This design comes from an exercise in tuning for small area, a short achievable clock period and few clock cycles on the open sky130 flow, not from production work.
Function was checked by simulation only, so behaviour that the tests miss may differ from the original.
Power and IR drop assume default switching activity.

== red ==
// bfsk_demod
module bfsk_demod (
    input  wire        clk,
    input  wire        rst,
    input  wire        in_valid,
    output wire        in_ready,
    input  wire [1:0]  in_op,
    input  wire [39:0] in_data,
    output reg         bit_valid,
    output reg         bit_val,
    output reg         bit_lock,
    output reg         byte_valid,
    output reg  [7:0]  byte_data
);
    localparam [1:0] OP_SAMPLE = 2'd0;
    localparam [1:0] OP_RESET  = 2'd1;
    localparam [1:0] OP_CFG    = 2'd2;
    reg         rdy;
    reg         v_r;
    reg  [1:0]  op_r;
    reg  [39:0] d_r;
    assign in_ready = rdy;
    wire accept = in_valid && rdy;
    always @(posedge clk) begin
        v_r  <= accept && !rst;
        op_r <= in_op;
        d_r  <= in_data;
    end
    reg        cfg_valid;
    reg  [7:0] sps_m1;                
    reg  [7:0] c0_neg, c0_one, c0_two;
    reg  [7:0] c1_neg, c1_one, c1_two;
    wire do_cfg   = v_r && op_r == OP_CFG && d_r[7:0] != 8'd0;
    wire do_clear = v_r && (op_r == OP_RESET || do_cfg);
    wire do_samp  = v_r && op_r == OP_SAMPLE && cfg_valid;
    function [23:0] booth16(input [15:0] c);
        integer j;
        reg b2, b1, b0;
        begin
            for (j = 0; j < 8; j = j + 1) begin
                b2 = c[2*j+1];
                b1 = c[2*j];
                b0 = (j == 0) ? 1'b0 : c[2*j-1];
                booth16[j]      = b2;                                   
                booth16[8 + j]  = b1 ^ b0;                              
                booth16[16 + j] = (b2 & ~b1 & ~b0) | (~b2 & b1 & b0);   
            end
        end
    endfunction
    wire [23:0] enc0 = booth16(d_r[23:8]);
    wire [23:0] enc1 = booth16(d_r[39:24]);
    always @(posedge clk) begin
        if (rst)
            cfg_valid <= 1'b0;
        else if (do_cfg)
            cfg_valid <= 1'b1;
        if (do_cfg) begin
  ...
clock: 22.0 ns
lec_check: 0
abc_area: 1
cap_margin: 20
core_margin: 2
core_utilization: 60
slew_margin: 20
standard.sh (not shown) runs the stock make flow with config.mk's settings and CLKGATE_MAP_FILE= SYNTH_SCRIPT=/design/flow/synth_recipe.tcl, a recipe that flattens the netlist after the stock synthesis.
==> flow/flow/run.sh <==
#!/bin/bash
set -euo pipefail
bash standard.sh SETUP_SLACK_MARGIN=16.5 CTS_CLUSTER_SIZE=24 CTS_CLUSTER_DIAMETER=120 finish \
    > flow_make.log 2>&1
Testbench counts of red, summed over its fixed seeds: cycles 88,023.
Setup changes, red to blue
diff --git a/flow/design.v b/flow/design.v
--- a/flow/design.v
+++ b/flow/design.v
@@ -1464,15 +1464,15 @@
     output wire        in_ready,
     input  wire [1:0]  in_op,
     input  wire [39:0] in_data,
     output reg         bit_valid,
     output reg         bit_val,
     output reg         bit_lock,
     output reg         byte_valid,
-    output reg  [7:0]  byte_data
+    output wire [7:0]  byte_data
 );
     localparam [1:0] OP_SAMPLE = 2'd0;
     localparam [1:0] OP_RESET  = 2'd1;
     localparam [1:0] OP_CFG    = 2'd2;
     reg         rdy;
     reg         v_r;
     reg  [1:0]  op_r;
@@ -1656,44 +1656,42 @@
         else
             rdy <= !(near && unit_bz);
     end
     reg        locked;
     reg        last_b;
     reg  [6:0] run;                     
     reg  [2:0] bp_cnt;
-    reg  [6:0] sh;                      
+    reg  [7:0] sh;
     wire       alt      = bit_r != last_b;
     wire [6:0] run_nx   = !alt ? 7'd1 : (run[6] ? run : run + 7'd1);
     wire       lock_now = !locked && bit_r && run_nx[6];
-    always @(posedge clk) begin
-        bit_val   <= bit_r;
-        bit_lock  <= locked || lock_now;
-        byte_data <= {sh, bit_r};
-    end
+    assign byte_data = sh;
     always @(posedge clk) begin
         if (rst) begin
             locked     <= 1'b0;
             last_b     <= 1'b0;
             run        <= 7'd1;
             bp_cnt     <= 3'd0;
             bit_valid  <= 1'b0;
             byte_valid <= 1'b0;
         end else begin
             bit_valid  <= bit_pend;
             byte_valid <= bit_pend && locked && bp_cnt == 3'd7;
             if (bit_pend) begin
+                bit_val  <= bit_r;
+                bit_lock <= locked || lock_now;
                 if (!locked) begin
                     last_b <= bit_r;
                     run    <= run_nx;
                     if (lock_now) begin
                         locked <= 1'b1;
                         bp_cnt <= 3'd0;
                     end
                 end else begin
-                    sh     <= {sh[5:0], bit_r};
+                    sh     <= {sh[6:0], bit_r};
                     bp_cnt <= bp_cnt + 3'd1;
                 end
             end
             if (sync_clear) begin
                 locked <= 1'b0;
                 last_b <= 1'b0;
                 run    <= 7'd1;
### Flow results
Worst reg2reg path depth (lower): red
Global router's overall resource usage came out lower on blue than on red.
Total of plain and repair buffers excluding clock buffers sits lower in blue than in red.
| power in sequential cells | blue vs red | about 0.8% lower |
Comparing the two runs side by side, blue comes out ahead of red on total detailed-routing wirelength.
Sort red and blue by area added between synthesis and finish, ascending, and blue comes first.
When blue is measured against red, its end-of-flow core utilization turns out 0.25 points lower.
Testbench counts of blue, summed over its fixed seeds: cycles 88,023.

[re-timing with driven ports]
The flow's constraints put no driver on any port. The routed layouts listed below were extracted and timed again, unchanged, in two steps. Step 1 assumes that a clkbuf_16 drives the clock port and a buf_2 every other input. Step 2 adds t to the input delays and takes it off the output delays; t is the mean of the earliest and latest rising clock arrival at the registers after step 1. Input paths then give back, and output paths get back, about the clock's delay inside the block. Slacks: ideal ports / drivers / drivers and shift; pairs: ideal ports / drivers.
| run | t (ns) | slack for setup (ns) | worst setup path at the end | latest minus earliest clock arrival (ns) | cell pins on the clock port's net |
|---|---|---|---|---|---|
| red | 0.676 | 16.513 / 16.450 / 16.189 | input to register | 0.037 / 0.038 | 1 |
| blue | 0.673 | 16.404 / 16.336 / 16.317 | input to register | 0.023 / 0.022 | 1 |
After both steps every run listed still meets setup and hold. For red, which loses most, drivers alone change the setup slack by -0.063 ns; drivers and shift together by -0.324 ns.
